Background: an optimization exercise with open tools, aiming at small area, a short achievable clock period and few clock cycles. Do not read the settings as production practice.
Where RTL was checked, it was by simulation tests only, not by an equivalence proof against the original.
The RTL of runs 4 to 6 was laid out without a check of its function.
No activity file was given, so power comes from the tool's default toggle rates.

<file path="flow/flow/run.sh">
#!/bin/bash
# Own layout flow: the standard synthesis and ORFS steps, with the timing
# repair asked to keep a setup margin (the clock and constraints are the standard flow's).
set -euo pipefail
bash standard.sh synth > synth.log 2>&1
bash standard.sh SETUP_SLACK_MARGIN=18 "BUFFER_PORTS_ARGS=-buffer_cell sky130_fd_sc_hd__buf_2" \
  "CTS_ARGS=-sink_clustering_enable -repair_clock_nets -sink_clustering_size 20 -sink_clustering_max_diameter 60 -dont_use_dummy_load -sink_clustering_buffer sky130_fd_sc_hd__clkbuf_8" \
  finish > layout.log 2>&1
</file>
<file path="flow/standard.sh">
#!/bin/bash
# synth_recipe.tcl (not shown) runs the flow's synth.tcl, then flattens the netlist and writes it again
# the make line also repeats each setting of config.mk as NAME=value (left out here)
make -C /OpenROAD-flow-scripts/flow DESIGN_CONFIG=/design/flow/config.mk WORK_HOME=/design/flow/orfs CLKGATE_MAP_FILE= SYNTH_SCRIPT=/design/flow/synth_recipe.tcl "${@:-finish}"
</file>
<file path="flow/config.mk">
export PLATFORM = sky130hd
export DESIGN_NAME = dither_core
export DESIGN_NICKNAME = dither_core
export VERILOG_FILES = /design/flow/design.v
export SDC_FILE = /design/flow/constraint.sdc
export NUM_CORES = 8
export LEC_CHECK = 0
export CAP_MARGIN = 20
export CORE_MARGIN = 2
export CORE_UTILIZATION = 50
export CTS_CLUSTER_DIAMETER = 80
export CTS_CLUSTER_SIZE = 25
export PLACE_DENSITY = 0.65
export SLEW_MARGIN = 20
</file>
<file path="flow/constraint.sdc">
create_clock -name core_clock -period 24.0 [get_ports {clk}]
set_input_delay 4.8000 -clock core_clock [delete_from_list [all_inputs] [get_ports {clk}]]
set_output_delay 4.8000 -clock core_clock [all_outputs]
set_load 0.01 [all_outputs]
</file>
<file path="flow/design.v">
module dither_core (
    input  wire        clk,
    input  wire        rst,             
    input  wire        start,
    input  wire [1:0]  cfg_mode,        
    input  wire        cfg_invert,
    input  wire        cfg_frame,
    input  wire        cfg_pack,        
    input  wire [7:0]  cfg_threshold,
    input  wire [15:0] cfg_width,
    input  wire [15:0] cfg_height,
    output reg         busy,
    output reg         done,
    output reg         error,
    input  wire        in_valid,
    output reg         in_ready,
    input  wire [15:0] in_data,
    output reg         out_valid,
    input  wire        out_ready,
    output reg  [7:0]  out_data,
    output reg         out_last
);
    localparam [15:0] FULL = 16'd65280;
    localparam        RW   = 28;           
    localparam        NV   = 60;           
    reg        idle;         
    reg [1:0]  mode;
    reg        pack;
    reg        invert;
    reg        frame;
    reg [7:0]  thr;
    reg [6:0]  wsrc;         
    reg [2:0]  wsel;         
    reg [15:0] rl;           
    reg  fs;                 
    reg  atk;                
    wire ord = mode == 2'd2;
    wire [5:0] wm1 = {wsel, 3'b111};       
    wire [1:0] lsel = wsel[2] ? wsel[1:0] : 2'd0;
    wire [5:0] lm1  = {1'b1, lsel, 3'b111};    
    reg        run;          
    reg        err_st;       
    reg        hdr_act;      
    reg [3:0]  hdr_idx;
    reg        trl_act;      
    reg [2:0]  trl_idx;
    reg        pend_full;    
    reg [7:0]  pend_data;
    reg        pend_last;
    reg [5:0]  x;            
    reg [5:0]  dcnt;         
    reg        row0, row1;   
    reg [2:0]  ym;           
    reg        vq;           
    reg [15:0] dq;
    reg        first;        
    reg        second;       
    reg        al;           
    reg        be;           
    reg        lastcol;      
    reg        penult;       
    reg        real_px;      
    reg        hdr_lag;      
    reg        pe_lag;       
    reg [6:0]  bits;
    wire start_ok = start && idle;
    reg        st1;          
    reg        wbig;         
    wire geom_bad = wbig || wsrc == 7'd0 || wsrc > 7'd64 || rl == 16'd0;
    wire lastrow = (rl == 16'd1);
    wire lastrow2 = (rl == 16'd2);
    wire padok   = (!be || pe_lag) && !(lastcol && row0 && hdr_lag);
    wire proc    = run && al && (real_px ? vq : padok);
    wire [5:0] x_inc = lastcol ? 6'd0 : x + 6'd1;
    wire [5:0] x1     = proc ? x_inc : x;
    wire       rowst  = proc && lastcol;          
    wire       run1   = run && !(rowst && lastrow);
    wire       row0_1 = rowst ? 1'b0 : row0;
    wire       row1_1 = rowst ? row0 : row1;
    wire [15:0] rl1   = rowst ? rl - 16'd1 : rl;
    wire       lastrow1 = rowst ? lastrow2 : lastrow;
    wire out_free   = !out_valid || out_ready;
    wire hdr_load   = out_free && hdr_act;
    wire hdr_act1   = hdr_act && !(hdr_load && hdr_idx == 4'd12);
    wire pend_take  = out_free && !hdr_act && pend_full;
    wire push       = proc && be;
    wire pend_full1 = push || (pend_full && !pend_take);
    wire       lwide    = (wsel < 3'd4);                   
    wire [5:0] lmw      = {3'b101, 3'b000} - {wsel + 3'd1, 3'b000};    
    wire [5:0] dcnt1    = proc ? ((lastcol && lwide) ? lmw : dcnt)
                               : ((dcnt == 6'd0) ? lm1 : dcnt - 6'd1);
    wire       al1      = (dcnt1 == 6'd0);
    wire       be1      = (x1[2:0] == 3'd7);
    wire       lastcol1 = proc ? penult : lastcol;
    wire       real1    = ({1'b0, x1} < wsrc);
    wire       pe_lag1 = !pend_full && !push;
    wire       penult1  = proc ? (x == wm1 - 6'd2) : penult;
    wire       rdyA = run1 && !(lastcol1 && lastrow1) && !(lastcol1 && lwide)
                      && (lastcol1 || ({1'b0, x1} + 7'd1 < wsrc))
                      && (x1[2:0] != 3'd6 || pe_lag1)
                      && !(penult1 && row0_1 && hdr_act);
    wire       rdyB = run1 && (dcnt1 == 6'd1) && real1 && (!be1 || pe_lag1)
                      && !(lastcol1 && row0_1 && hdr_act);
    wire       padproc1 = run1 && al1 && !real1 && (!be1 || pe_lag1)
                          && !(lastcol1 && row0_1 && hdr_act);
    wire       realgo1  = run1 && al1 && real1;
    wire       vq1      = in_valid && in_ready;
    wire       in_ready_nx = (realgo1 ? vq1 : padproc1) ? rdyA : rdyB;
    reg  [RW-1:0] vr [0:NV-1];
    reg  [RW-1:0] e1, e2, e3, e4;
    reg  [RW-1:0] tap;
    always @(*) begin
        case (lsel)
            2'd0: tap = vr[35];
            2'd1: tap = vr[43];
            2'd2: tap = vr[51];
            default: tap = vr[59];
        endcase
    end
    reg  signed [16:0] ea;
    reg         [14:0] eb;        
    reg  signed [16:0] cc;        
    reg                wb_last;   
    function signed [13:0] atk_a;
        input signed [16:0] e;
        atk_a = (e >>> 3) + $signed({13'd0, e[16] && e[2:0] != 3'd0});
    endfunction
    function rnd16;
        input signed [16:0] e;
        rnd16 = e[16] && e[3:0] != 4'd0;
    endfunction
    function [1:0] l3;
        input [3:0] r;
        l3 = (r >= 4'd11) ? 2'd2 : (r >= 4'd6) ? 2'd1 : 2'd0;
    endfunction
    function [2:0] l5;
        input [3:0] r;
        l5 = (r >= 4'd13) ? 3'd4 : (r >= 4'd10) ? 3'd3 : (r >= 4'd7) ? 3'd2 : (r >= 4'd4) ? 3'd1 : 3'd0;
    endfunction
    function [2:0] l7;
        input [3:0] r;
        l7 = (r >= 4'd14) ? 3'd6 : (r >= 4'd12) ? 3'd5 : (r >= 4'd10) ? 3'd4 : (r >= 4'd7) ? 3'd3 :
             (r >= 4'd5) ? 3'd2 : (r >= 4'd3) ? 3'd1 : 3'd0;
    endfunction
    wire signed [13:0] zl  = e3[13:0];
    wire signed [13:0] zm  = e2[13:0];
    wire signed [13:0] zr  = e1[13:0];
    wire        [3:0]  rl4 = e3[17:14];
    wire        [3:0]  rm4 = e2[17:14];
    wire        [3:0]  rr4 = e1[17:14];
    wire               rl_ = zl[13] && rl4 != 4'd0;
    wire               rm_ = zm[13] && rm4 != 4'd0;
    wire               rr_ = zr[13] && rr4 != 4'd0;
    wire               x1_0 = proc ? lastcol : first;     
    wire               m_l  = !row0_1 && !x1_0;
    wire               m_m  = !row0_1;
    wire               m_r  = !row0_1 && !lastcol1;
    wire               m_d  = !row0_1 && !row1_1;
    wire        [2:0]  l5m  = {1'b0, l5(rm4)} + {2'd0, rm_};
    wire        [1:0]  l3r  = m_r ? l3(rr4) : 2'd0;
    wire signed [16:0] u1 = m_l ? zl : 17'sd0;
    wire signed [16:0] u3 = m_m ? zm : 17'sd0;
    wire signed [16:0] u5 = m_r ? zr : 17'sd0;
    wire signed [16:0] u2 = fs ? $signed({u3[14:0], l3r}) : (m_d ? $signed(e2[27:14]) : 17'sd0);
    wire signed [16:0] u4 = fs ? $signed({u5[15:0], m_l && rl_}) : 17'sd0;
    wire        [2:0]  u6 = (fs && m_m) ? l5m : 3'd0;
    wire               u7 = fs && m_r && rr_;
    wire signed [16:0] c_nx = u1 + u2 + u3 + u4 + u5 + $signed({14'd0, u6}) + $signed({16'd0, u7});
    wire        in_big = (in_data[15:8] == 8'hFF) && (in_data[7:0] != 8'd0);
    wire [15:0] dq_nx  = (!real1 || in_big) ? FULL : in_data;
    wire [15:0] fval   = dq;
    wire signed [12:0] za   = ea >>> 4;
    wire signed [18:0] za19 = {{6{za[12]}}, za};
    wire signed [18:0] ea19 = {{5{ea[16]}}, ea[16:3]};
    wire signed [18:0] eb19 = {{5{eb[14]}}, eb[14:1]};
    wire        [3:0]  ra   = ea[3:0];
    wire        [2:0]  lr   = !ea[16] ?
                            ((ra >= 4'd14) ? 3'd6 : (ra >= 4'd12) ? 3'd5 : (ra >= 4'd10) ? 3'd4 :
                             (ra >= 4'd7)  ? 3'd3 : (ra >= 4'd5)  ? 3'd2 : (ra >= 4'd3)  ? 3'd1 : 3'd0) :
                            ((ra >= 4'd14) ? 3'd7 : (ra >= 4'd12) ? 3'd6 : (ra >= 4'd10) ? 3'd5 :
                             (ra >= 4'd7)  ? 3'd4 : (ra >= 4'd5)  ? 3'd3 : (ra >= 4'd3)  ? 3'd2 :
                             (ra >= 4'd1)  ? 3'd1 : 3'd0);
    wire        c8a = ea[16] && ea[2:0] != 3'd0;
    wire        c8b = eb[0];
    wire [18:0] op0 = {3'b000, fval};
    wire [18:0] op1 = cc;
    wire [18:0] op2 = first ? 19'd0 : fs ? {za19[15:0], lr} : ea19;
    wire [18:0] op3 = (first || (!fs && second)) ? 19'd0 : fs ? ~za19 : eb19;
    wire        b1  = !first && (fs || c8a);
    wire        b2  = !first && !fs && !second && c8b;
    wire [18:0] s1  = op0 ^ op1 ^ op3;
    wire [18:0] k1  = {(op0[17:0] & op1[17:0]) | (op0[17:0] & op3[17:0]) | (op1[17:0] & op3[17:0]), b1};
    wire [18:0] s2  = s1 ^ k1 ^ op2;
    wire [18:0] k2  = {(s1[17:0] & k1[17:0]) | (s1[17:0] & op2[17:0]) | (k1[17:0] & op2[17:0]), b2};
    wire signed [18:0] v  = s2 + k2;
    wire [10:0] nthr = -{3'b000, thr};
    wire [18:0] nt  = {nthr, 8'd0};
    wire [18:0] s3  = s2 ^ k2 ^ nt;
    wire [18:0] k3  = {(s2[17:0] & k2[17:0]) | (s2[17:0] & nt[17:0]) | (k2[17:0] & nt[17:0]), 1'b0};
    wire signed [18:0] vt = s3 + k3;
    wire        d_white = !vt[18];
    wire [18:0] kw  = 19'h70100;
    wire [18:0] s4  = s2 ^ k2 ^ kw;
    wire [18:0] k4  = {(s2[17:0] & k2[17:0]) | (s2[17:0] & kw[17:0]) | (k2[17:0] & kw[17:0]), 1'b0};
    wire [18:0] vw  = s4 + k4;
    wire signed [16:0] e_new = d_white ? vw[16:0] : v[16:0];
    wire [7:0]  fh    = fval[15:8];
    wire [5:0]  bm    = {x[0] ^ ym[0], ym[0], x[1] ^ ym[1], ym[1], x[2] ^ ym[2], ym[2]};
    wire        o_black = ({2'b00, fh} + 10'd126) < ({2'b00, bm, 2'b00} + {2'b00, thr});
    wire        n_black = (fh < thr);
    wire        p_black = real_px && (dq != 16'd0);
    wire        black   = pack ? p_black : (fs || atk) ? !d_white : ord ? o_black : n_black;
    wire        pix_bit = pack ? black : (black ^ invert);
    reg [7:0] hdr_byte;
    always @(*) begin
        case (hdr_idx)
            4'd0:  hdr_byte = 8'h1B;
            4'd1:  hdr_byte = 8'h40;
            4'd2:  hdr_byte = 8'h1B;
            4'd3:  hdr_byte = 8'h61;
            4'd4:  hdr_byte = 8'h01;
            4'd5:  hdr_byte = 8'h1D;
            4'd6:  hdr_byte = 8'h76;
            4'd7:  hdr_byte = 8'h30;
            4'd8:  hdr_byte = 8'h00;
            4'd9:  hdr_byte = {4'b0, 1'b0, wsel} + 8'd1;
            4'd10: hdr_byte = 8'h00;
            4'd11: hdr_byte = rl[7:0];
            default: hdr_byte = rl[15:8];
        endcase
    end
    reg [7:0] trl_byte;
    always @(*) begin
        case (trl_idx)
            3'd0, 3'd3: trl_byte = 8'h1B;
            3'd1, 3'd4: trl_byte = 8'h64;
            default:    trl_byte = 8'h02;
        endcase
    end
    wire [2:0] cfg_wsel = cfg_width[5:3] - {2'b0, cfg_width[2:0] == 3'd0};
    integer i;
    always @(posedge clk) begin
        if ((proc && !first) || wb_last)
            vr[0] <= atk ? {e4[13:0], atk_a(ea)} : {{(RW-18){1'b0}}, ea[3:0], ea[16], ea[16:4]};
        else
            vr[0] <= e4;
        for (i = 1; i < NV; i = i + 1)
            vr[i] <= vr[i-1];
        e1 <= tap;
        e2 <= e1;
        e3 <= e2;
        e4 <= e3;
        cc <= c_nx;
        dq <= dq_nx;
        if (idle) begin
            mode   <= cfg_mode;
            pack   <= cfg_pack;
            fs     <= !cfg_pack && cfg_mode == 2'd0;
            atk    <= !cfg_pack && cfg_mode == 2'd1;
            invert <= cfg_invert;
            frame  <= cfg_frame;
            thr    <= cfg_threshold;
            wsrc   <= cfg_width[6:0];
            wsel   <= cfg_wsel;
            rl     <= cfg_height;
            x      <= 6'd0;
            dcnt   <= 6'd2;
            wbig   <= cfg_width[15:7] != 9'd0;
            row0   <= 1'b1;
            row1   <= 1'b0;
            ym     <= 3'd0;
            first  <= 1'b1;
            second <= 1'b0;
            al      <= 1'b0;
            be      <= 1'b0;
            lastcol <= 1'b0;
            penult  <= 1'b0;
            real_px <= 1'b1;
        end else begin
            al      <= al1;
            be      <= be1;
            lastcol <= lastcol1;
            penult  <= (x1 == wm1 - 6'd1);
            real_px <= real1;
            x  <= x1;
            dcnt <= dcnt1;
            rl <= rl1;
            row0 <= row0_1;
            row1 <= row1_1;
            if (rowst)
                ym <= ym + 3'd1;
            if (proc) begin
                first  <= lastcol;
                second <= first;
            end
        end
        wb_last <= proc && lastcol;
        if (proc) begin
            ea <= e_new;
            eb <= {ea[16:3], c8a};
            if (be)
                pend_data <= {bits, pix_bit};
            else
                bits <= {bits[5:0], pix_bit};
            if (be)
                pend_last <= lastcol && lastrow && !frame;
        end
        hdr_lag <= hdr_act;
        pe_lag  <= pe_lag1;
    end
    always @(posedge clk) begin
        if (rst) begin
            busy      <= 1'b0;
            idle      <= 1'b1;
            done      <= 1'b0;
            error     <= 1'b0;
            in_ready  <= 1'b0;
            out_valid <= 1'b0;
            out_last  <= 1'b0;
            run       <= 1'b0;
            err_st    <= 1'b0;
            st1       <= 1'b0;
            hdr_act   <= 1'b0;
            trl_act   <= 1'b0;
            pend_full <= 1'b0;
            vq        <= 1'b0;
        end else begin
            done  <= 1'b0;
            error <= 1'b0;
            vq    <= in_valid && in_ready;
            st1 <= start_ok;
            if (start_ok) begin
                busy    <= 1'b1;
                idle    <= 1'b0;
                hdr_idx <= 4'd0;
                trl_idx <= 3'd0;
                run     <= 1'b1;
                in_ready <= 1'b0;
            end else if (st1 && geom_bad) begin
                run      <= 1'b0;
                in_ready <= 1'b0;
                err_st   <= 1'b1;
            end else begin
                if (st1)
                    hdr_act <= frame;
                in_ready <= in_ready_nx;
                run      <= run1;
                if (rowst && lastrow)
                    trl_act <= frame;
                if (err_st) begin
                    err_st <= 1'b0;
                    busy   <= 1'b0;
                    idle   <= 1'b1;
                    done   <= 1'b1;
                    error  <= 1'b1;
                end
                pend_full <= pend_full1;
                if (out_free) begin
                    if (hdr_act) begin
                        out_valid <= 1'b1;
                        out_data  <= hdr_byte;
                        out_last  <= 1'b0;
                        hdr_idx   <= hdr_idx + 4'd1;
                        if (hdr_idx == 4'd12)
                            hdr_act <= 1'b0;
                    end else if (pend_full) begin
                        out_valid <= 1'b1;
                        out_data  <= pend_data;
                        out_last  <= pend_last;
                    end else if (trl_act && !run) begin
                        out_valid <= 1'b1;
                        out_data  <= trl_byte;
                        out_last  <= (trl_idx == 3'd5);
                        trl_idx   <= trl_idx + 3'd1;
                        if (trl_idx == 3'd5)
                            trl_act <= 1'b0;
                    end else begin
                        out_valid <= 1'b0;
                        if (busy && !run && !err_st && !trl_act) begin
                            busy <= 1'b0;
                            idle <= 1'b1;
                            done <= 1'b1;
                        end
                    end
                end
            end
        end
    end
endmodule
</file>
==> summary.md, run 1 <==
| Metric | Value |
|---|---|
| Min-delay src | vr[27][6] |
| Max Clock Skew | 0.08342 ns |
| GRT Resource Usage Total | 0.1513 |
| Antenna Nets Post-Route | 0 |
| Slowest-stage cell, CP | edfxtp_1 |
| Worst hold path type | reg2reg |
| Leakage | 22.73 nW |
| Final wirelength | 80500 um |
| Synthesized area | 52210 um2 |
| Status | finished clean |
| Post-synth top area share | 0.7156 |
| Drc violations | 0 |
| Initial antenna violation count | 8 |
| Longest Clk Path Bufs | 3 |
| First-pass GRT wire length | 127500 um |
| WP data required | 19.20 ns |
| Starting density of the core | 0.5044 |
| WP data arrival | 1.21 ns |
| Total CTS buffers | 120 |
| Synth unique cells | 81 |
| CTS tree | yes |
| IO buf count | 79 |
| Number of synthesis warnings | 2 |
| DR pass1 iterations | 5 |
| RD Place Congestion | 0.8545 |
| Die Height | 327.1 um |
| Core ar. | 103500 um2 |
| Synth-to-Final Area Change | 7.442% |
| Post-route setup TNS | 0 ns |
| Tcrit/Tclk final | 0.2505 |
| Crit end category | primary output |
| FMAX | 166.3 MHz |
| Hold WS | 0.2654 ns |
| Fin nets | 4061 |
| Ys async rst share | 0 |
| Hold-fix buffers, CTS | 0 |
| Die Area | 107000 um2 |
| Cells after Synth | 3606 |
| Power Density | 86.08 nW/um2 |
| Post-synth EDFFs | 105 |
| Share of cells above drive strength 1 | 0.07887 |
| Clk Latency, worst-skew pair | 0.67 ns |
| Final Max Tran Viols | 0 |
| Layout fillers | 8460 |
| Post-synth top area cell | dfxtp_1 |
| Max_cap viols | 0 |
| H-tree levels | 3 |
| Rel. slew slack | 0.3720 |
| Via/cell ratio | 4.671 |
| Crit path cell chain | buf_2 |
| Critical Path Start Type | flip-flop |
| DP HPWL | 53350 um |
| Final Hold Vio Count | 0 |
| FF+latch count, synth | 1971 |
| Seq/Total Area, Yosys | 0.7760 |
| Maximum VDD drop | 0.06621 mV |
| Area contributors post-synth | dfxtp_1 72%, edfxtp_1 6.0%, fa_1 4.1% |
| Clock Root Buffer | clkbuf_16 |
| Non-Filler Instances | 5134 |
| Vias | 23983 |
| Congestion Overflow GR | 0 |
| Initial DRC count | 1521 |
| Finish-stage setup viols | 0 |
| Slew @ Worst Pin | 0.9397 ns |
| Top_reg_cell synth | dfxtp_1 |
| Row Count | 118 |
| Syn Area/Cell | 14.48 um2 |
| Unrepaired setup endpoints after global routing | true |
| Die width | 327.1 um |
| Mapped Nets | 3912 |
| Reg-to-Reg Start | lastcol |
| Clock Sinks | 1971 |
| Crit-path leading delay family | flip-flops |
| WL per Instance | 15.68 um |
| Crit path time final | 6.012 ns |
| Crit path launch | out_data[6] |
| Worst path max stage delay | 0.39 ns |
| Worst-path maximum fanout | 1 |
| Critical path class | reg2out |
| Vias in the first global route | 23486 |
| Worst Path Buf+Inv | 1 |
| Largest net degree at the start of global routing | 73 |
| Placed cell count | 5004 |
| I/O pins | 80 |
| Clock slew at reported path FFs | 0.11 ns |
layout make-up:
| type | count | area, um2 | share of cell area |
|---|---|---|---|
| inverters | 170 | 650.6 | 0.01160 |
| diodes | 1 | 2.502 | 0.00004461 |
| multi-input cells | 1388 | 10830 | 0.1931 |
| clock buffers | 120 | 1753 | 0.03125 |
| well taps | 1380 | 1727 | 0.03078 |
| repair buffers | 104 | 604.3 | 0.01077 |
| flip-flops and latches | 1971 | 40520 | 0.7224 |
repair_timing:
action / 4_1_cts / 5_1_grt
resized for setup: 13 / 15
buffers inserted: 3 / 6
gates cloned: 0 / 0
setup endpoints to repair: 21 / 19
pin swaps: 0 / 2
endpoints found under the hold margin: 0 / 0
registers in the layout, indices dropped and copies added, names as in the netlist, 3 cells and up:
name       count
dcnt           6
thr            8
cc            17
x              6
ea            17
e3            28
eb            15
trl_idx        3
e2            28
bits           7
ym             3
e1            28
rl            16
out_data       8
wsel           3
hdr_idx        4
e4            28
pend_data      8
vr          1680
wsrc           7
dq            16
cell usage after synthesis (37+ instances only):
library cell	n
o21ai_0	133
clkbuf_1	65
edfxtp_1	105
inv_1	168
nand2_1	200
nand3_1	37
nor2_1	114
fa_1	108
and2_1	62
dfxtp_1	1866
a21oi_1	91
ha_1	132
xnor2_1	74
logic make-up after synthesis:
group                    count (synthesis)  synth area share
flip-flops                            1971            0.7760
AO/OA/AOI/OAI                          400           0.04894
AND/OR/NAND/NOR                        584           0.05436
XOR/XNOR                               110           0.01845
multiplexers                            54           0.01114
adder cells (fa/ha/maj)                240           0.07305
buffers and inverters                  247           0.01809
metal layers:
layer	routed length, um	global-route usage
met1	40740	0.2248
met2	33900	0.2245
met3	3682	0.02943
met4	2172	0.04597
met5	16	0
cells in the final DEF, fill, tap and decap left out, drive strengths merged, types with 6 or more instances in the layout:
cell type,count
dfxtp,1866
nand2,201
inv,168
o21ai,137
ha,132
clkbuf,120
nor2,114
fa,108
edfxtp,105
buf,104
a21oi,92
xnor2,74
and2,62
nand3,37
xor2,36
a22oi,34
nor3,34
mux2,30
and3,25
mux2i,24
nor2b,23
a21o,17
a31oi,17
nand2b,15
nor4,13
or3,13
or2,12
o21a,10
nand4,10
o31ai,9
a211oi,8
or4,6
nand3b,6
a221oi,6
o211ai,6
per-stage QoR:
step | cell area [um2] | worst slack, ns | utilization | power [W]
after global routing | 56090 | 17.93 | 0.5419 | 0.005020
after detailed placement | 54160 | 17.26 | 0.5233 | 0.003533
after floorplan | 52210 | 18.00 | - | 0.003486
after global placement | 54160 | 17.39 | 0.5233 | 0.003532
after CTS | 55970 | 17.92 | 0.5408 | 0.004889
final | 56090 | 17.99 | 0.5420 | 0.004828
path summary, 6_finish.rpt:
kind | slack [ns] | cells after the start | endpoint
worst max-delay path | 17.99 | 1 | out_data[6]
worst max register to register | 18.28 | 21 | cc[16]
worst min-delay path | 0.27 | 0 | vr[28][6]
worst min register to register | 0.27 | 0 | vr[28][6]
power breakdown:
group	switching [W]	leakage [nW]	internal, W
sequential	0.0000160	16.0	0.00331
clock	0.000883	0.909	0.000486
combinational	0.0000821	5.79	0.0000499
Testbench counts, summed over its fixed seeds: cycles 111,708.
==> inputs of run 2 (changes only) <==
--- a/flow/config.mk
+++ b/flow/config.mk
@@ -7,8 +7,6 @@
 export LEC_CHECK = 0
 export CAP_MARGIN = 20
 export CORE_MARGIN = 2
-export CORE_UTILIZATION = 50
-export CTS_CLUSTER_DIAMETER = 80
-export CTS_CLUSTER_SIZE = 25
-export PLACE_DENSITY = 0.65
+export CORE_UTILIZATION = 70
+export PLACE_DENSITY = 0.82
 export SLEW_MARGIN = 20
==> summary.md, run 2 <==
| Metric | Value |
|---|---|
| Worst Path Buf+Inv | 1 |
| Post-route setup TNS | 0 ns |
| Leakage | 22.68 nW |
| DR pass1 iterations | 5 |
| Longest Clk Path Bufs | 3 |
| Commonest non-fill, non-tap cell in the layout | dfxtp_1 |
| IO buf count | 79 |
| Crit path cell chain | buf_2 |
| NetSw | 0.0009758 W |
| Initial antenna violation count | 9 |
| Starting density of the core | 0.7036 |
| WP data arrival | 1.18 ns |
| Number of synthesis warnings | 2 |
| Critical Path Start Type | flip-flop |
| Crit path depth | 1 |
| Tcrit/Tclk final | 0.2491 |
| RD Place Congestion | 0.8943 |
| I/O pins | 80 |
| Clock Sinks | 1971 |
| Clock Power Share | 0.281 |
| DP HPWL | 56830 um |
| Worst-path maximum fanout | 1 |
| Number of flip-flops in the largest register | 1680 |
| Top reg by flops | vr |
| Most frequent cell after synthesis | dfxtp_1 |
| Slew @ Worst Pin | 0.8718 ns |
| Placed cell count | 4593 |
| Final instance area | 55510 um2 |
| Finish-stage setup viols | 0 |
| Non-Filler Instances | 4719 |
| CTS tree | yes |
| Congestion Overflow GR | 0 |
| Area post-placement | 53650 um2 |
| Rel. slew slack | 0.4174 |
| Seq/Total Area, Yosys | 0.7760 |
| Via/cell ratio | 5.169 |
| Max Clock Skew | 0.09593 ns |
| Tot Pwr | 0.004805 W |
| Power share of the sequential group | 0.692 |
| Synth cell count leaders | 1866 x dfxtp_1, 200 x nand2_1, 168 x inv_1 |
| Die Height | 277.1 um |
| Crit path launch | out_data[5] |
| Core ar. | 74200 um2 |
| WL per Instance | 18.15 um |
| Clk Latency, worst-skew pair | 0.66 ns |
| Unrepaired setup endpoints after global routing | true |
| FF+latch count, synth | 1971 |
| Drc violations | 0 |
| Max_cap viols | 0 |
| GRT Resource Usage Total | 0.2262 |
| Slowest-stage cell, CP | edfxtp_1 |
| Syn Area/Cell | 14.48 um2 |
| First-pass GRT wire length | 135100 um |
| Worst hold path type | reg2reg |
| Fin nets | 4056 |
| Ys async rst share | 0 |
| Logic pwr share | 0.027 |
| Die Area | 76780 um2 |
| Pre-CTS setup slack | 17.19 ns |
| Internal cell power | 0.003829 W |
| Status | finished clean |
| Most frequent cells in the layout | 1860 x dfxtp_1, 199 x nand2_1, 167 x inv_1 |
| Vias | 24393 |
| Crit-path leading delay family | flip-flops |
| Mapped Nets | 3912 |
| Critical path class | reg2out |
| H-tree levels | 3 |
| Worst path max stage delay | 0.37 ns |
| Reg-to-Reg Start | lastcol |
| Synth-to-Final Area Change | 6.325% |
| Post-synth EDFFs | 105 |
| Final Hold Vio Count | 0 |
| Synthesized area | 52210 um2 |
| Area contributors post-synth | dfxtp_1 72%, edfxtp_1 6.0%, fa_1 4.1% |
| Sw Ratio | 0.2031 |
| Maximum VDD drop | 0.08227 mV |
| Largest net degree at the start of global routing | 74 |
| Antenna Nets Post-Route | 0 |
| Clock slew at reported path FFs | 0.11 ns |
| WP data required | 19.20 ns |
| Cells after Synth | 3606 |
| Clock Root Buffer | clkbuf_16 |
| Initial DRC count | 1587 |
| Reg2Reg Depth | 21 |
| Share of cells above drive strength 1 | 0.07711 |
| CP Capture Point | out_data[5] |
| Synth unique cells | 81 |
| Total CTS buffers | 115 |
| Final wirelength | 85660 um |
| Power Density | 86.56 nW/um2 |
| Row Count | 100 |
| FMAX | 167.3 MHz |
| Setup WS post-layout | 18.02 ns |
| Top_reg_cell synth | dfxtp_1 |
| Die width | 277.1 um |
| Crit end category | primary output |
| Final Max Tran Viols | 0 |
| Worst R2R Setup Slack | 18.27 ns |
| Post-synth top area cell | dfxtp_1 |
| Crit path time final | 5.978 ns |
| Post-synth top area share | 0.7156 |
| Reg-to-reg endpoint | cc[16] |
| Vias in the first global route | 25013 |
-- run 2: power groups by stage --
stage          clock [W]  combinational, W  sequential, W
3_5_place_dp           0          0.000129        0.00340
4_1_cts          0.00138          0.000130        0.00333
2_1_floorplan          0         0.0000898        0.00340
6_report         0.00135          0.000130        0.00333
5_1_grt          0.00149          0.000146        0.00333
3_3_place_gp           0          0.000126        0.00340
-- run 2: how the worst min path moves through the flow --
stage	start	endpoint	slack, ns	depth (start not counted)
6_report	vr[17][12]	vr[18][12]	0.28	0
2_1_floorplan	e1[18]	e2[18]	0.31	0
4_1_cts	vr[9][27]	vr[10][27]	0.28	0
3_5_place_dp	vr[1][3]	vr[2][3]	0.31	0
3_3_place_gp	vr[48][18]	vr[49][18]	0.31	0
5_1_grt	vr[17][12]	vr[18][12]	0.28	0
-- run 2: per-layer routing --
metal  part of all wire  up-vias  global-route usage
li1                   -    11971                   -
met1               0.45    11748              0.3140
met4              0.024        2             0.06187
met5            0.00015        -                   0
met3              0.049      138             0.04092
met2               0.47      534              0.3704
-- run 2: cell type report --
cell class	count	area (um2)
antenna	2	5.005
clock buffer	115	1684
fill	4348	18690
inverter	170	654.4
multi-input combinational	1388	10830
sequential	1971	40520
tap	969	1212
timing repair buffer	104	595.6
-- run 2: what timing repair did --
action                                  in CTS  in global routing
endpoints found under the setup margin      10                 10
buffers inserted                             0                  9
hold buffers                                 0                  0
pin swaps                                    0                  3
resized for setup                           13                 12
hold endpoints to repair                     0                  0
-- run 2: kinds of logic (layout without fill, tap and decap cells) --
family / Yosys count / count (layout) / share of synthesized area
buf+inv: 247 / 389 / 0.01809
other cells: 0 / 2 / 0
fa+ha+maj: 240 / 240 / 0.07305
compound gates: 400 / 400 / 0.04894
simple gates: 584 / 584 / 0.05436
flops: 1971 / 1971 / 0.7760
mux: 54 / 54 / 0.01114
xor+xnor: 110 / 110 / 0.01845
-- run 2: stage by stage --
stage                     utilization  hold WS (ns)
after global placement         0.7231        0.3095
final                          0.7481        0.2772
after floorplan                     -        0.3096
after CTS                      0.7465        0.2756
after global routing           0.7480        0.2777
after detailed placement       0.7231        0.3121
==> inputs of run 3 (changes only) <==
==> flow/flow/run.sh (replaced) <==
#!/bin/bash
# Own layout flow: the standard synthesis and ORFS steps, with the timing
# repair asked to keep a setup margin (the clock and constraints are the standard flow's).
set -euo pipefail
bash standard.sh synth > synth.log 2>&1
bash standard.sh SETUP_SLACK_MARGIN=18 SETUP_MOVE_SEQUENCE=unbuffer,sizeup,swap,clone,split "BUFFER_PORTS_ARGS=-buffer_cell sky130_fd_sc_hd__buf_2" \
  "CTS_ARGS=-sink_clustering_enable -repair_clock_nets -sink_clustering_size 20 -sink_clustering_max_diameter 60 -dont_use_dummy_load -sink_clustering_buffer sky130_fd_sc_hd__clkbuf_8" \
  finish > layout.log 2>&1
--- a/flow/config.mk
+++ b/flow/config.mk
@@ -7,6 +7,6 @@
 export LEC_CHECK = 0
 export CAP_MARGIN = 20
 export CORE_MARGIN = 2
-export CORE_UTILIZATION = 70
-export PLACE_DENSITY = 0.82
+export CORE_UTILIZATION = 60
+export PLACE_DENSITY = 0.75
 export SLEW_MARGIN = 20
==> summary.md, run 3 <==
| Metric | Value |
|---|---|
| Status | finished clean |
| Antenna Nets Post-Route | 0 |
| Post-synth EDFFs | 105 |
| Synthesized area | 52210 um2 |
| Fin nets | 4050 |
| Final Hold Vio Count | 0 |
| Commonest non-fill, non-tap cell in the layout | dfxtp_1 |
| Max_cap viols | 0 |
| IO buf count | 79 |
| Hold-fix buffers, CTS | 0 |
| Crit path cell chain | buf_2 |
| Top reg by flops | vr |
| FMAX | 166.7 MHz |
| Final Max Tran Viols | 0 |
| FF+latch count, synth | 1971 |
| Largest net degree at the start of global routing | 74 |
| Finish-stage setup viols | 0 |
| Syn Area/Cell | 14.48 um2 |
| Longest Clk Path Bufs | 3 |
| CTS tree | yes |
| Post-route setup TNS | 0 ns |
| Initial DRC count | 1377 |
| Crit-path leading delay family | flip-flops |
| Register area | 40520 um2 |
| Clk Latency, worst-skew pair | 0.67 ns |
| Leakage | 22.66 nW |
| Die Height | 299.0 um |
| Clock slew at reported path FFs | 0.12 ns |
| Synth cell count leaders | 1866 x dfxtp_1, 200 x nand2_1, 168 x inv_1 |
| Worst Path Buf+Inv | 1 |
| GRT Resource Usage Total | 0.1855 |
| WP data required | 19.20 ns |
| WP data arrival | 1.20 ns |
| Layout fillers | 6200 |
| Unrepaired setup endpoints after global routing | true |
| Worst hold path type | reg2reg |
| Worst path max stage delay | 0.38 ns |
| Final wirelength | 81820 um |
| Ys async rst share | 0 |
| DR pass1 iterations | 5 |
| Total CTS buffers | 117 |
| Area contributors post-synth | dfxtp_1 72%, edfxtp_1 6.0%, fa_1 4.1% |
| Maximum VDD drop | 0.07550 mV |
| Synth unique cells | 81 |
| Starting density of the core | 0.6036 |
| Share of cells above drive strength 1 | 0.07643 |
| I/O pins | 80 |
| Cells after Synth | 3606 |
| Slowest-stage cell, CP | edfxtp_1 |
| Vias | 24074 |
| Congestion Overflow GR | 0 |
| Hold path depth | 0 |
| RD Place Congestion | 0.8654 |
| Multi-input gate area | 10840 um2 |
| First-pass GRT wire length | 129900 um |
| Top_reg_cell synth | dfxtp_1 |
| WL per Instance | 16.71 um |
| Power Density | 86.33 nW/um2 |
| Most frequent cells in the layout | 1859 x dfxtp_1, 199 x nand2_1, 167 x inv_1 |
| Number of synthesis warnings | 2 |
| Postcts setup bufs | 0 |
| H-tree levels | 3 |
| Max Clock Skew | 0.08390 ns |
| DP HPWL | 54900 um |
| Via/cell ratio | 4.916 |
| Critical Path Start Type | flip-flop |
| Die width | 299.0 um |
| Initial antenna violation count | 10 |
| Mapped Nets | 3912 |
| Reg2Reg Depth | 21 |
| Post-synth top area cell | dfxtp_1 |
| Post-synth top area share | 0.7156 |
| Clock Root Buffer | clkbuf_16 |
| Setup WS post-layout | 18.00 ns |
| Critical path class | reg2out |
| Tcrit/Tclk final | 0.2499 |
| Crit end category | primary output |
| Most frequent cell after synthesis | dfxtp_1 |
| Clock Sinks | 1971 |
| Slew @ Worst Pin | 0.9129 ns |
| Number of flip-flops in the largest register | 1680 |
| Crit path time final | 5.997 ns |
| Rel. slew slack | 0.3899 |
| Synth-to-Final Area Change | 6.706% |
| Crit path depth | 1 |
| Finished Core Util | 0.6441 |
| Worst-path maximum fanout | 1 |
| Drc violations | 0 |
| Worst R2R Setup Slack | 18.31 ns |
| Die Area | 89380 um2 |
| Ant. Diodes | 0 |
| Tot Pwr | 0.004809 W |
| Row Count | 108 |
| Core ar. | 86480 um2 |
| Seq/Total Area, Yosys | 0.7760 |
| Vias in the first global route | 24074 |
| Pre-CTS setup slack | 17.26 ns |
-- run 3: cell type report --
type	instances	share of cell area
flip-flops and latches	1971	0.7273
multi-input cells	1388	0.1946
clock buffers	117	0.03073
well taps	1155	0.02594
inverters	170	0.01175
repair buffers	96	0.009681
-- run 3: cells by family (layout without fill, tap and decap cells) --
family	Yosys count	in the layout	share of synthesized area
fa+ha+maj	240	240	0.07305
compound gates	400	400	0.04894
flops	1971	1971	0.7760
xor+xnor	110	110	0.01845
mux	54	54	0.01114
simple gates	584	584	0.05436
buf+inv	247	383	0.01809
-- run 3: timing repair --
action | in CTS | in global routing
resized for setup | 12 | 16
pin swaps | 0 | 2
endpoints found under the setup margin | 20 | 16
-- run 3: path summary, 6_finish.rpt --
| path | startpoint | to |
|---|---|---|
| worst max register to register | lastcol | cc[16] |
| worst min-delay path | vr[27][0] | vr[28][0] |
| worst min register to register | vr[27][0] | vr[28][0] |
| worst max-delay path | out_data[1] | out_data[1] |
-- run 3: through the flow --
stage / instances / hold WS (ns) / cell area [um2]
after floorplan: 3606 / 0.3096 / 52210
after global placement: 4780 / 0.3095 / 53890
after detailed placement: 4780 / 0.3121 / 53890
after CTS: 4897 / 0.2433 / 55640
after global routing: 4897 / 0.2484 / 55710
final: 4897 / 0.2350 / 55710
-- run 3: where the power goes --
part           internal [W]  switching [W]  total (W)  leakage, nW
sequential          0.00331      0.0000168    0.00333         16.0
clock              0.000475       0.000877    0.00135        0.887
combinational     0.0000495      0.0000798   0.000129         5.75
total               0.00384       0.000973    0.00481         22.7
-- run 3: layer usage --
metal,vias up,wire length (um),track usage
met5,-,13,0
met2,414,36660,0.2889
met3,152,3675,0.03635
li1,11946,-,-
met1,11560,39430,0.2674
met4,2,2031,0.05107
==> inputs of run 4 (changes only) <==
--- a/flow/design.v
+++ b/flow/design.v
@@ -119,7 +119,6 @@
     end
     reg  signed [16:0] ea;
     reg         [14:0] eb;        
-    reg  signed [16:0] cc;        
     reg                wb_last;   
     function signed [13:0] atk_a;
         input signed [16:0] e;
@@ -142,30 +141,28 @@
         l7 = (r >= 4'd14) ? 3'd6 : (r >= 4'd12) ? 3'd5 : (r >= 4'd10) ? 3'd4 : (r >= 4'd7) ? 3'd3 :
              (r >= 4'd5) ? 3'd2 : (r >= 4'd3) ? 3'd1 : 3'd0;
     endfunction
-    wire signed [13:0] zl  = e3[13:0];
-    wire signed [13:0] zm  = e2[13:0];
-    wire signed [13:0] zr  = e1[13:0];
-    wire        [3:0]  rl4 = e3[17:14];
-    wire        [3:0]  rm4 = e2[17:14];
-    wire        [3:0]  rr4 = e1[17:14];
+    wire signed [13:0] zl  = e4[13:0];
+    wire signed [13:0] zm  = e3[13:0];
+    wire signed [13:0] zr  = e2[13:0];
+    wire        [3:0]  rl4 = e4[17:14];
+    wire        [3:0]  rm4 = e3[17:14];
+    wire        [3:0]  rr4 = e2[17:14];
     wire               rl_ = zl[13] && rl4 != 4'd0;
     wire               rm_ = zm[13] && rm4 != 4'd0;
     wire               rr_ = zr[13] && rr4 != 4'd0;
-    wire               x1_0 = proc ? lastcol : first;     
-    wire               m_l  = !row0_1 && !x1_0;
-    wire               m_m  = !row0_1;
-    wire               m_r  = !row0_1 && !lastcol1;
-    wire               m_d  = !row0_1 && !row1_1;
+    wire               m_l  = !row0 && !first;
+    wire               m_m  = !row0;
+    wire               m_r  = !row0 && !lastcol;
+    wire               m_d  = !row0 && !row1;
     wire        [2:0]  l5m  = {1'b0, l5(rm4)} + {2'd0, rm_};
     wire        [1:0]  l3r  = m_r ? l3(rr4) : 2'd0;
     wire signed [16:0] u1 = m_l ? zl : 17'sd0;
     wire signed [16:0] u3 = m_m ? zm : 17'sd0;
     wire signed [16:0] u5 = m_r ? zr : 17'sd0;
-    wire signed [16:0] u2 = fs ? $signed({u3[14:0], l3r}) : (m_d ? $signed(e2[27:14]) : 17'sd0);
+    wire signed [16:0] u2 = fs ? $signed({u3[14:0], l3r}) : (m_d ? $signed(e3[27:14]) : 17'sd0);
     wire signed [16:0] u4 = fs ? $signed({u5[15:0], m_l && rl_}) : 17'sd0;
     wire        [2:0]  u6 = (fs && m_m) ? l5m : 3'd0;
     wire               u7 = fs && m_r && rr_;
-    wire signed [16:0] c_nx = u1 + u2 + u3 + u4 + u5 + $signed({14'd0, u6}) + $signed({16'd0, u7});
     wire        in_big = (in_data[15:8] == 8'hFF) && (in_data[7:0] != 8'd0);
     wire [15:0] dq_nx  = (!real1 || in_big) ? FULL : in_data;
     wire [15:0] fval   = dq;
@@ -183,27 +180,16 @@
     wire        c8a = ea[16] && ea[2:0] != 3'd0;
     wire        c8b = eb[0];
     wire [18:0] op0 = {3'b000, fval};
-    wire [18:0] op1 = cc;
     wire [18:0] op2 = first ? 19'd0 : fs ? {za19[15:0], lr} : ea19;
     wire [18:0] op3 = (first || (!fs && second)) ? 19'd0 : fs ? ~za19 : eb19;
     wire        b1  = !first && (fs || c8a);
     wire        b2  = !first && !fs && !second && c8b;
-    wire [18:0] s1  = op0 ^ op1 ^ op3;
-    wire [18:0] k1  = {(op0[17:0] & op1[17:0]) | (op0[17:0] & op3[17:0]) | (op1[17:0] & op3[17:0]), b1};
-    wire [18:0] s2  = s1 ^ k1 ^ op2;
-    wire [18:0] k2  = {(s1[17:0] & k1[17:0]) | (s1[17:0] & op2[17:0]) | (k1[17:0] & op2[17:0]), b2};
-    wire signed [18:0] v  = s2 + k2;
-    wire [10:0] nthr = -{3'b000, thr};
-    wire [18:0] nt  = {nthr, 8'd0};
-    wire [18:0] s3  = s2 ^ k2 ^ nt;
-    wire [18:0] k3  = {(s2[17:0] & k2[17:0]) | (s2[17:0] & nt[17:0]) | (k2[17:0] & nt[17:0]), 1'b0};
-    wire signed [18:0] vt = s3 + k3;
-    wire        d_white = !vt[18];
-    wire [18:0] kw  = 19'h70100;
-    wire [18:0] s4  = s2 ^ k2 ^ kw;
-    wire [18:0] k4  = {(s2[17:0] & k2[17:0]) | (s2[17:0] & kw[17:0]) | (k2[17:0] & kw[17:0]), 1'b0};
-    wire [18:0] vw  = s4 + k4;
-    wire signed [16:0] e_new = d_white ? vw[16:0] : v[16:0];
+    wire signed [18:0] v = $signed(op0) + u1 + u2 + u3 + u4 + u5 + $signed({16'd0, u6})
+                         + $signed({18'd0, u7}) + $signed(op2) + $signed(op3)
+                         + $signed({18'd0, b1}) + $signed({18'd0, b2});
+    wire        d_white = $signed(v[18:8]) >= $signed({3'b000, thr});
+    wire [8:0]  vh_inc  = v[16:8] + 9'd1;
+    wire signed [16:0] e_new = d_white ? {~vh_inc[8], vh_inc[7:0], v[7:0]} : v[16:0];
     wire [7:0]  fh    = fval[15:8];
     wire [5:0]  bm    = {x[0] ^ ym[0], ym[0], x[1] ^ ym[1], ym[1], x[2] ^ ym[2], ym[2]};
     wire        o_black = ({2'b00, fh} + 10'd126) < ({2'b00, bm, 2'b00} + {2'b00, thr});
@@ -250,7 +236,6 @@
         e2 <= e1;
         e3 <= e2;
         e4 <= e3;
-        cc <= c_nx;
         dq <= dq_nx;
         if (idle) begin
             mode   <= cfg_mode;
==> flow/flow/run.sh (replaced) <==
#!/bin/bash
# Own layout flow: the standard synthesis and ORFS steps, with the timing
# repair asked to keep a setup margin (the clock and constraints are the standard flow's).
set -euo pipefail
bash standard.sh synth > synth.log 2>&1
bash standard.sh SETUP_SLACK_MARGIN=18 "BUFFER_PORTS_ARGS=-buffer_cell sky130_fd_sc_hd__buf_2" \
  "CTS_ARGS=-sink_clustering_enable -repair_clock_nets -sink_clustering_size 20 -sink_clustering_max_diameter 60 -dont_use_dummy_load -sink_clustering_buffer sky130_fd_sc_hd__clkbuf_8" \
  finish > layout.log 2>&1
--- a/flow/config.mk
+++ b/flow/config.mk
@@ -7,6 +7,8 @@
 export LEC_CHECK = 0
 export CAP_MARGIN = 20
 export CORE_MARGIN = 2
-export CORE_UTILIZATION = 60
-export PLACE_DENSITY = 0.75
+export CORE_UTILIZATION = 50
+export CTS_CLUSTER_DIAMETER = 80
+export CTS_CLUSTER_SIZE = 25
+export PLACE_DENSITY = 0.65
 export SLEW_MARGIN = 20
==> summary.md, run 4 <==
| Metric | Value |
|---|---|
| Status | finished clean |
| Area contributors post-synth | dfxtp_1 73%, edfxtp_1 6.2%, fa_1 4.3% |
| Clk Latency, worst-skew pair | 0.65 ns |
| Ys async rst share | 0 |
| Pre-CTS setup slack | 16.53 ns |
| Synthesized area | 50690 um2 |
| Hold path depth | 0 |
| Worst path max stage delay | 0.56 ns |
| Most frequent cell after synthesis | dfxtp_1 |
| Maximum VDD drop | 0.08570 mV |
| Finish-stage setup viols | 0 |
| Syn Area/Cell | 14.72 um2 |
| IO buf count | 79 |
| Layout fillers | 8083 |
| Die width | 322.4 um |
| Seq/Total Area, Yosys | 0.7924 |
| CTS tree | yes |
| Tot Pwr | 0.005197 W |
| Clock slew at reported path FFs | 0.11 ns |
| Max_cap viols | 0 |
| Commonest non-fill, non-tap cell in the layout | dfxtp_1 |
| Top_reg_cell synth | dfxtp_1 |
| Post-synth EDFFs | 105 |
| Number of synthesis warnings | 2 |
| Synth cell count leaders | 1849 x dfxtp_1, 171 x inv_1, 155 x nand2_1 |
| Post-synth top area cell | dfxtp_1 |
| CP dominant cell by count | buf_4 |
| Final Hold Vio Count | 0 |
| Cells after Synth | 3443 |
| Worst hold path type | reg2reg |
| Tcrit/Tclk final | 0.2760 |
| Total CTS buffers | 114 |
| Drc violations | 0 |
| Final instance area | 54830 um2 |
| FMAX | 151.0 MHz |
| WP data arrival | 7.00 ns |
| Slew @ Worst Pin | 1.022 ns |
| Crit-path leading delay family | adder cells |
| Initial DRC count | 1464 |
| Leakage | 22.62 nW |
| Critical Path Start Type | flip-flop |
| Synth-to-Final Area Change | 8.155% |
| Critical path class | reg2reg |
| Setup WS post-layout | 17.38 ns |
| Initial antenna violation count | 6 |
| NetSw | 0.001075 W |
| Vias in the first global route | 22291 |
| Number of flip-flops in the largest register | 1680 |
| Power Density | 94.79 nW/um2 |
| Non-Filler Instances | 4969 |
| Power share of the sequential group | 0.712 |
| Die Height | 322.4 um |
| Post-route setup TNS | 0 ns |
| Area post-placement | 52630 um2 |
| First-pass GRT wire length | 121500 um |
| Clock Root Buffer | clkbuf_16 |
| RD Place Congestion | 0.8472 |
| Antenna Nets Post-Route | 0 |
| Crit end category | flip-flop |
| Vias | 22862 |
| Unrepaired setup endpoints after global routing | true |
| Longest Clk Path Bufs | 3 |
| Clock Power Share | 0.256 |
| WP data required | 24.38 ns |
| Synth unique cells | 78 |
| Hold-fix buffers, CTS | 0 |
| Internal cell power | 0.004122 W |
| WL per Instance | 15.62 um |
| Core ar. | 100300 um2 |
| Clock Sinks | 1954 |
| Starting density of the core | 0.5055 |
| Sw Ratio | 0.2069 |
| DP HPWL | 50010 um |
| H-tree levels | 3 |
| Logic pwr share | 0.032 |
| GRT Resource Usage Total | 0.1513 |
| Die Area | 103900 um2 |
| Share of cells above drive strength 1 | 0.09534 |
| Max Clock Skew | 0.07218 ns |
| Post-synth top area share | 0.7302 |
| I/O pins | 80 |
| Top reg by flops | vr |
| Placed cell count | 4814 |
| Row Count | 116 |
| DR pass1 iterations | 5 |
| Largest net degree at the start of global routing | 85 |
| Worst-path maximum fanout | 4 |
| Fin nets | 3883 |
| Rel. slew slack | 0.3165 |
| Slowest-stage cell, CP | fa_1 |
| Final Max Tran Viols | 0 |
| Most frequent cells in the layout | 1842 x dfxtp_1, 169 x inv_1, 148 x nand2_1 |
| Worst Path Buf+Inv | 13 |
| Reg2Reg Depth | 32 |
| Crit path depth | 32 |
| Via/cell ratio | 4.601 |
| Crit path time final | 6.623 ns |
| Mapped Nets | 3716 |
| Congestion Overflow GR | 0 |
| Final wirelength | 77640 um |
| FF+latch count, synth | 1954 |
## run 4: cells by family (layout without fill, tap and decap cells)
logic type                 count (synthesis)  count (layout)  synth area share
DFF                                     1954            1954            0.7924
and+or+nand+nor                          517             518           0.05119
AOI/OAI and AO/OA                        383             383           0.04529
buffers and inverters                    250             414           0.01901
adders and majority gates                208             208           0.06728
xor gates and xnor gates                  81              81           0.01399
muxes                                     50              50           0.01084
other                                      0               4                 0
## run 4: cell type report
| class | count | area (um2) | share of cell area |
|---|---|---|---|
| tap | 1357 | 1698 | 0.03097 |
| antenna | 4 | 10.01 | 0.0001826 |
| sequential | 1954 | 40180 | 0.7329 |
| timing repair buffer | 127 | 832.0 | 0.01518 |
| multi-input combinational | 1240 | 9779 | 0.1784 |
| clock buffer | 114 | 1670 | 0.03047 |
| inverter | 173 | 651.9 | 0.01189 |
## run 4: routing by layer
metal  up-vias  share of wire  track usage  wire length (um)
met3       157          0.048      0.03133              3723
met2       410           0.43       0.2274             33280
met1     10874           0.49       0.2173             38140
met5         -        0.00017            0                13
li1      11419              -            -                 -
met4         2          0.032      0.05389              2476
## run 4: metrics by stage
step / util / hold WS (ns)
2_1_floorplan: - / 0.3096
3_3_place_gp: 0.5247 / 0.3096
3_5_place_dp: 0.5248 / 0.3121
4_1_cts: 0.5455 / 0.2885
5_1_grt: 0.5466 / 0.2868
6_report: 0.5467 / 0.2842
## run 4: worst reg2reg max path: cells and delay by family (launching register included)
kind / cells / cell delay, ns
buffers and inverters: 13 / 1.43
and+or+nand+nor: 3 / 0.35
AOI/OAI and AO/OA: 5 / 0.95
DFF: 1 / 0.37
adders and majority gates: 8 / 2.74
xor gates and xnor gates: 3 / 0.51
## run 4: final timing paths
kind                                 start         end  slack, ns
worst max-delay path                e3[15]      ea[13]      17.38
worst min-delay path            vr[16][11]  vr[17][11]       0.28
worst max register to register      e3[15]      ea[13]      17.38
worst min register to register  vr[16][11]  vr[17][11]       0.28
## run 4: timing repair
action | 4_1_cts | 5_1_grt
buffers inserted | 27 | 7
gates resized for setup | 43 | 8
pin swaps | 15 | 6
endpoints found under the setup margin | 20 | 19
gates cloned | 1 | 1
## run 4: power by group through the flow
stage,combinational (W),clock [W],sequential [W]
6_report,0.000166,0.00133,0.00370
2_1_floorplan,0.000109,0,0.00372
5_1_grt,0.000186,0.00150,0.00373
3_3_place_gp,0.000154,0,0.00377
4_1_cts,0.000166,0.00139,0.00371
3_5_place_dp,0.000155,0,0.00378
==> inputs of run 5 (changes only) <==
==> flow/flow/run.sh (replaced) <==
#!/bin/bash
# Own layout flow: the standard synthesis and ORFS steps, with the timing
# repair asked to keep a setup margin (the clock and constraints are the standard flow's).
set -euo pipefail
bash standard.sh synth > synth.log 2>&1
bash standard.sh SETUP_SLACK_MARGIN=18 SETUP_MOVE_SEQUENCE=unbuffer,sizeup,swap,clone,split "BUFFER_PORTS_ARGS=-buffer_cell sky130_fd_sc_hd__buf_2" \
  "CTS_ARGS=-sink_clustering_enable -repair_clock_nets -sink_clustering_size 20 -sink_clustering_max_diameter 60 -dont_use_dummy_load -sink_clustering_buffer sky130_fd_sc_hd__clkbuf_8" \
  finish > layout.log 2>&1
==> summary.md, run 5 <==
| Metric | Value |
|---|---|
| Post-synth top area share | 0.7302 |
| Fin nets | 3853 |
| Rel. slew slack | 0.3145 |
| Reg2Reg Depth | 29 |
| WP data arrival | 7.26 ns |
| Post-synth top area cell | dfxtp_1 |
| Top_reg_cell synth | dfxtp_1 |
| Worst Path Buf+Inv | 5 |
| Clock Sinks | 1954 |
| Max_cap viols | 0 |
| Status | finished clean |
| Power Density | 95.05 nW/um2 |
| Max Clock Skew | 0.07368 ns |
| Syn Area/Cell | 14.72 um2 |
| Slowest-stage cell, CP | edfxtp_1 |
| Cells after Synth | 3443 |
| Most frequent cells in the layout | 1842 x dfxtp_1, 167 x inv_1, 148 x nand2_1 |
| Unrepaired setup endpoints after global routing | true |
| FMAX | 145.2 MHz |
| Hold path depth | 0 |
| Initial antenna violation count | 6 |
| Final wirelength | 77680 um |
| Leakage | 22.50 nW |
| First-pass GRT wire length | 121400 um |
| Synth unique cells | 78 |
| Clock slew at reported path FFs | 0.11 ns |
| Row Count | 116 |
| Share of cells above drive strength 1 | 0.08971 |
| Top reg by flops | vr |
| DP HPWL | 50010 um |
| Starting density of the core | 0.5055 |
| Commonest non-fill, non-tap cell in the layout | dfxtp_1 |
| Core ar. | 100300 um2 |
| Layout fillers | 8080 |
| Crit-path leading delay family | adder cells |
| Slew @ Worst Pin | 1.025 ns |
| I/O pins | 80 |
| Largest net degree at the start of global routing | 85 |
| CP dominant cell by count | fa_1 |
| Finish-stage setup viols | 0 |
| Multi-input gate area | 9802 um2 |
| FF+latch count, synth | 1954 |
| Critical Path Start Type | flip-flop |
| Post-route setup TNS | 0 ns |
| Drc violations | 0 |
| Die width | 322.4 um |
| Maximum VDD drop | 0.08578 mV |
| Congestion Overflow GR | 0 |
| Total CTS buffers | 114 |
| Crit path depth | 29 |
| Crit end category | flip-flop |
| Initial DRC count | 1394 |
| Final Max Tran Viols | 0 |
| Worst hold path type | reg2reg |
| H-tree levels | 3 |
| Number of synthesis warnings | 2 |
| Die Height | 322.4 um |
| Non-Filler Instances | 4938 |
| GRT Resource Usage Total | 0.1513 |
| Tcrit/Tclk final | 0.2870 |
| Area contributors post-synth | dfxtp_1 73%, edfxtp_1 6.2%, fa_1 4.3% |
| Synth-to-Final Area Change | 7.810% |
| Finished Core Util | 0.5449 |
| Critical path class | reg2reg |
| Number of flip-flops in the largest register | 1680 |
| Ys async rst share | 0 |
| Clk Latency, worst-skew pair | 0.65 ns |
| Mapped Nets | 3716 |
| Vias | 22748 |
| Via/cell ratio | 4.607 |
| Seq/Total Area, Yosys | 0.7924 |
| Final Hold Vio Count | 0 |
| DR pass1 iterations | 5 |
| Worst-path maximum fanout | 7 |
| Synthesized area | 50690 um2 |
| Longest Clk Path Bufs | 3 |
| Placed cell count | 4814 |
| Clock Root Buffer | clkbuf_16 |
| IO buf count | 79 |
| CTS tree | yes |
| Crit path time final | 6.889 ns |
| Most frequent cell after synthesis | dfxtp_1 |
| Vias in the first global route | 22255 |
| Antenna Nets Post-Route | 0 |
| Register area | 40180 um2 |
| RD Place Congestion | 0.8472 |
| Synth cell count leaders | 1849 x dfxtp_1, 171 x inv_1, 155 x nand2_1 |
| WP data required | 24.37 ns |
| WL per Instance | 15.73 um |
| Post-synth EDFFs | 105 |
| Worst path max stage delay | 0.58 ns |
| Die Area | 103900 um2 |
-- run 5: cell counts after synthesis --
No cell type changed its count.
-- run 5: through the flow --
step	area (um2)	worst slack [ns]	hold WS [ns]	total power [W]
global placement	52630	16.36	0.3096	0.003925
CTS	54590	17.17	0.2885	0.005258
finish	54650	17.11	0.2854	0.005195
global route	54640	16.89	0.2868	0.005417
floorplan	50760	17.67	0.3096	0.003827
detailed placement	52630	16.53	0.3121	0.003934
-- run 5: kinds of logic after synthesis --
group / share of synthesized area
XOR/XNOR: 0.01399
multiplexers: 0.01084
AND/OR/NAND/NOR: 0.05119
adder cells (fa/ha/maj): 0.06728
AO/OA/AOI/OAI: 0.04529
flip-flops: 0.7924
buffers and inverters: 0.01901
-- run 5: report_power, final --
group / leakage (nW) / switching (W) / total (W) / internal, W
Combinational: 5.32 / 0.0000953 / 0.000163 / 0.0000679
Sequential: 16.3 / 0.000114 / 0.00370 / 0.00359
Clock: 0.866 / 0.000866 / 0.00133 / 0.000465
-- run 5: worst paths after layout --
check	start	slack (ns)	endpoint
hold / removal	vr[16][11]	0.29	vr[17][11]
setup reg to reg	fs	17.11	ea[12]
hold reg to reg	vr[16][11]	0.29	vr[17][11]
setup / recovery	fs	17.11	ea[12]
-- run 5: area by class of cell --
cell class                      count  share of cell area
Timing Repair Buffer               96             0.01165
Inverter                          173             0.01193
Tap cell                         1357             0.03107
Sequential cell                  1954              0.7353
Multi-Input combinational cell   1241              0.1794
Antenna cell                        3           0.0001374
Clock buffer                      114             0.03056
-- run 5: timing repair --
item	in CTS	in global routing
gates resized for setup	45	7
hold buffers	0	0
gates cloned	5	0
pin swaps	28	18
setup endpoints to repair	20	20
buffers inserted	0	1
hold endpoints to repair	0	0
-- run 5: routing by layer --
layer / vias to the layer above / GRT usage / part of all wire
met5: - / 0 / 0.00017
met4: 2 / 0.05400 / 0.032
met3: 151 / 0.03378 / 0.051
met2: 386 / 0.2272 / 0.43
met1: 10848 / 0.2158 / 0.49
li1: 11361 / - / -
==> inputs of run 6 (changes only) <==
--- a/flow/design.v
+++ b/flow/design.v
@@ -154,7 +154,11 @@
     wire               m_m  = !row0;
     wire               m_r  = !row0 && !lastcol;
     wire               m_d  = !row0 && !row1;
-    wire        [2:0]  l5m  = {1'b0, l5(rm4)} + {2'd0, rm_};
+    wire        [2:0]  l5m  = !zm[13] ?
+                            ((rm4 >= 4'd13) ? 3'd4 : (rm4 >= 4'd10) ? 3'd3 : (rm4 >= 4'd7) ? 3'd2 :
+                             (rm4 >= 4'd4)  ? 3'd1 : 3'd0) :
+                            ((rm4 >= 4'd13) ? 3'd5 : (rm4 >= 4'd10) ? 3'd4 : (rm4 >= 4'd7) ? 3'd3 :
+                             (rm4 >= 4'd4)  ? 3'd2 : (rm4 >= 4'd1) ? 3'd1 : 3'd0);
     wire        [1:0]  l3r  = m_r ? l3(rr4) : 2'd0;
     wire signed [16:0] u1 = m_l ? zl : 17'sd0;
     wire signed [16:0] u3 = m_m ? zm : 17'sd0;
@@ -184,9 +188,25 @@
     wire [18:0] op3 = (first || (!fs && second)) ? 19'd0 : fs ? ~za19 : eb19;
     wire        b1  = !first && (fs || c8a);
     wire        b2  = !first && !fs && !second && c8b;
-    wire signed [18:0] v = $signed(op0) + u1 + u2 + u3 + u4 + u5 + $signed({16'd0, u6})
-                         + $signed({18'd0, u7}) + $signed(op2) + $signed(op3)
-                         + $signed({18'd0, b1}) + $signed({18'd0, b2});
+    function [37:0] csa;            
+        input [18:0] a, b, c;
+        input        cin;
+        csa = {(a[17:0] & b[17:0]) | (a[17:0] & c[17:0]) | (b[17:0] & c[17:0]), cin, a ^ b ^ c};
+    endfunction
+    wire [18:0] w1 = $signed(u1);
+    wire [18:0] w2 = $signed(u2);
+    wire [18:0] w3 = $signed(u3);
+    wire [18:0] w4 = $signed(u4);
+    wire [18:0] w5 = $signed(u5);
+    wire [18:0] w6 = {16'd0, u6};
+    wire [37:0] t1a = csa(op0, w1, w3, b1);
+    wire [37:0] t1b = csa(w2, w4, w5, b2);
+    wire [37:0] t1c = csa(op3, op2, w6, u7);
+    wire [37:0] t2a = csa(t1a[18:0], t1a[37:19], t1b[18:0], 1'b0);
+    wire [37:0] t2b = csa(t1b[37:19], t1c[18:0], t1c[37:19], 1'b0);
+    wire [37:0] t3  = csa(t2a[18:0], t2a[37:19], t2b[18:0], 1'b0);
+    wire [37:0] t4  = csa(t3[18:0], t3[37:19], t2b[37:19], 1'b0);
+    wire signed [18:0] v = t4[18:0] + t4[37:19];
     wire        d_white = $signed(v[18:8]) >= $signed({3'b000, thr});
     wire [8:0]  vh_inc  = v[16:8] + 9'd1;
     wire signed [16:0] e_new = d_white ? {~vh_inc[8], vh_inc[7:0], v[7:0]} : v[16:0];
==> flow/flow/run.sh (replaced) <==
#!/bin/bash
# Own layout flow: the standard synthesis and ORFS steps, with the timing
# repair asked to keep a setup margin (the clock and constraints are the standard flow's).
set -euo pipefail
bash standard.sh synth > synth.log 2>&1
bash standard.sh SETUP_SLACK_MARGIN=18 "BUFFER_PORTS_ARGS=-buffer_cell sky130_fd_sc_hd__buf_2" \
  "CTS_ARGS=-sink_clustering_enable -repair_clock_nets -sink_clustering_size 20 -sink_clustering_max_diameter 60 -dont_use_dummy_load -sink_clustering_buffer sky130_fd_sc_hd__clkbuf_8" \
  finish > layout.log 2>&1
==> summary.md, run 6 <==
| Metric | Value |
|---|---|
| Core ar. | 100100 um2 |
| Reg2Reg Depth | 33 |
| Area contributors post-synth | dfxtp_1 73%, edfxtp_1 6.2%, fa_1 4.1% |
| Worst hold path type | reg2reg |
| RD Place Congestion | 0.8657 |
| GRT Resource Usage Total | 0.1591 |
| Crit path time final | 6.691 ns |
| Post-route setup TNS | 0 ns |
| Post-synth top area cell | dfxtp_1 |
| NetSw | 0.001081 W |
| Slowest-stage cell, CP | fa_1 |
| Top routing layer in use | met4 |
| Final Max Tran Viols | 0 |
| Largest net degree at the start of global routing | 83 |
| Worst Path Buf+Inv | 18 |
| Starting density of the core | 0.5049 |
| Initial antenna violation count | 7 |
| Cells after Synth | 3441 |
| Die width | 322.0 um |
| Die Height | 322.0 um |
| Max_cap viols | 0 |
| FF+latch count, synth | 1954 |
| Finish-stage setup viols | 0 |
| Top reg by flops | vr |
| Clock Sinks | 1954 |
| Die Area | 103700 um2 |
| Power share of the sequential group | 0.711 |
| Top_reg_cell synth | dfxtp_1 |
| Leakage | 22.46 nW |
| Rel. slew slack | 0.2724 |
| Share of cells above drive strength 1 | 0.1035 |
| Ys async rst share | 0 |
| DR pass1 iterations | 5 |
| Synth-to-Final Area Change | 8.708% |
| Drc violations | 0 |
| Crit path depth | 33 |
| Hold path depth | 0 |
| Number of synthesis warnings | 2 |
| Syn Area/Cell | 14.69 um2 |
| Metal2 WL | 33780 um |
| Routed wl met3 | 3639 um |
| Mapped Nets | 3710 |
| CTS tree | yes |
| Clock Root Buffer | clkbuf_16 |
| Worst path max stage delay | 0.56 ns |
| Most frequent cell after synthesis | dfxtp_1 |
| Antenna Nets Post-Route | 0 |
| Status | finished clean |
| H-tree levels | 3 |
| Placed cell count | 4752 |
| DP HPWL | 53620 um |
| Row Count | 116 |
| Synthesized area | 50560 um2 |
| Synth cell count leaders | 1849 x dfxtp_1, 173 x nand2_1, 166 x inv_1 |
| WL per Instance | 16.58 um |
| Crit-path leading delay family | adder cells |
| Longest Clk Path Bufs | 3 |
| Number of flip-flops in the largest register | 1680 |
| First-pass GRT wire length | 126700 um |
| Clk Latency, worst-skew pair | 0.63 ns |
| Unrepaired setup endpoints after global routing | true |
| IO buf count | 79 |
| Internal cell power | 0.004124 W |
| Most frequent cells in the layout | 1839 x dfxtp_1, 172 x nand2_1, 162 x inv_1 |
| Post-synth top area share | 0.7320 |
| Post-synth EDFFs | 105 |
| Clock slew at reported path FFs | 0.10 ns |
| Finished Core Util | 0.5489 |
| Total CTS buffers | 114 |
| Vias in the first global route | 22585 |
| Synth unique cells | 80 |
| Via/cell ratio | 4.721 |
| Max Clock Skew | 0.06459 ns |
| I/O pins | 80 |
| Final Hold Vio Count | 0 |
| Maximum VDD drop | 0.07398 mV |
| Sw Ratio | 0.2077 |
| Crit end category | flip-flop |
| Clock Power Share | 0.256 |
| Final wirelength | 81490 um |
| Met1 Routed Length | 41480 um |
| WP data arrival | 7.05 ns |
| WP data required | 24.36 ns |
| CP dominant cell by count | buf_4 |
| Non-Filler Instances | 4915 |
| Congestion Overflow GR | 0 |
| Commonest non-fill, non-tap cell in the layout | dfxtp_1 |
| Fin nets | 3886 |
| Critical path class | reg2reg |
| Tcrit/Tclk final | 0.2788 |
| Slew @ Worst Pin | 1.091 ns |
| Logic pwr share | 0.033 |
| Initial DRC count | 1445 |
| Power Density | 94.68 nW/um2 |
| Vias | 23202 |
| FMAX | 149.4 MHz |
| Worst-path maximum fanout | 6 |
| Critical Path Start Type | flip-flop |
| Seq/Total Area, Yosys | 0.7944 |
-- run 6: cell families after synthesis --
group | share of synthesized area
simple gates | 0.04922
compound gates | 0.04590
fa+ha+maj | 0.06552
xor+xnor | 0.01453
buf+inv | 0.01841
flops | 0.7944
mux | 0.01203
-- run 6: what timing repair did --
item,4_1_cts,5_1_grt
gates cloned,3,0
pin swaps,16,16
resized for setup,58,23
setup buffers,33,11
endpoints found under the setup margin,15,18
hold buffers,0,0
-- run 6: layout make-up --
cell class / count / area, um2
well taps: 1298 / 1624
flip-flops and latches: 1954 / 40190
diodes: 2 / 5.005
fillers: 8164 / 45180
repair buffers: 139 / 1001
clock buffers: 114 / 1670
repair inverters: 1 / 5.005
inverters: 167 / 631.9
multi-input cells: 1240 / 9844
-- run 6: power groups by stage --
stage / combinational, W / clock, W / sequential, W
after global routing: 0.000189 / 0.00151 / 0.00374
final: 0.000170 / 0.00133 / 0.00370
after global placement: 0.000151 / 0 / 0.00377
after floorplan: 0.000110 / 0 / 0.00372
after CTS: 0.000166 / 0.00139 / 0.00371
after detailed placement: 0.000153 / 0 / 0.00378
-- run 6: per-stage QoR --
stage | area [um2] | setup WS, ns | total power, W | hold WS [ns]
final | 54970 | 17.31 | 0.005205 | 0.2546
after global routing | 54960 | 17.13 | 0.005436 | 0.2462
after CTS | 54750 | 17.34 | 0.005265 | 0.2545
after detailed placement | 52480 | 16.03 | 0.003932 | 0.3121
after global placement | 52480 | 16.16 | 0.003923 | 0.3095
after floorplan | 50720 | 17.59 | 0.003826 | 0.3096
-- run 6: worst paths after layout --
kind / to / startpoint / slack [ns]
worst max-delay path: ea[8] / fs / 17.31
worst min-delay path: vr[12][10] / vr[11][10] / 0.25
worst max register to register: ea[8] / fs / 17.31
worst min register to register: vr[12][10] / vr[11][10] / 0.25
-- run 6: layer usage --
metal,track usage,vias up
li1,-,11474
met1,0.2395,11125
met2,0.2305,450
met3,0.02955,153
met4,0.05379,0
met5,0,-

Setup slack of run 6, layout unchanged: 17.309 ns with ideal ports, 17.309 ns with driving cells assumed (clock clkbuf_16, inputs buf_2), 17.309 ns with port delays also shifted by the 0.680 ns mid clock arrival.
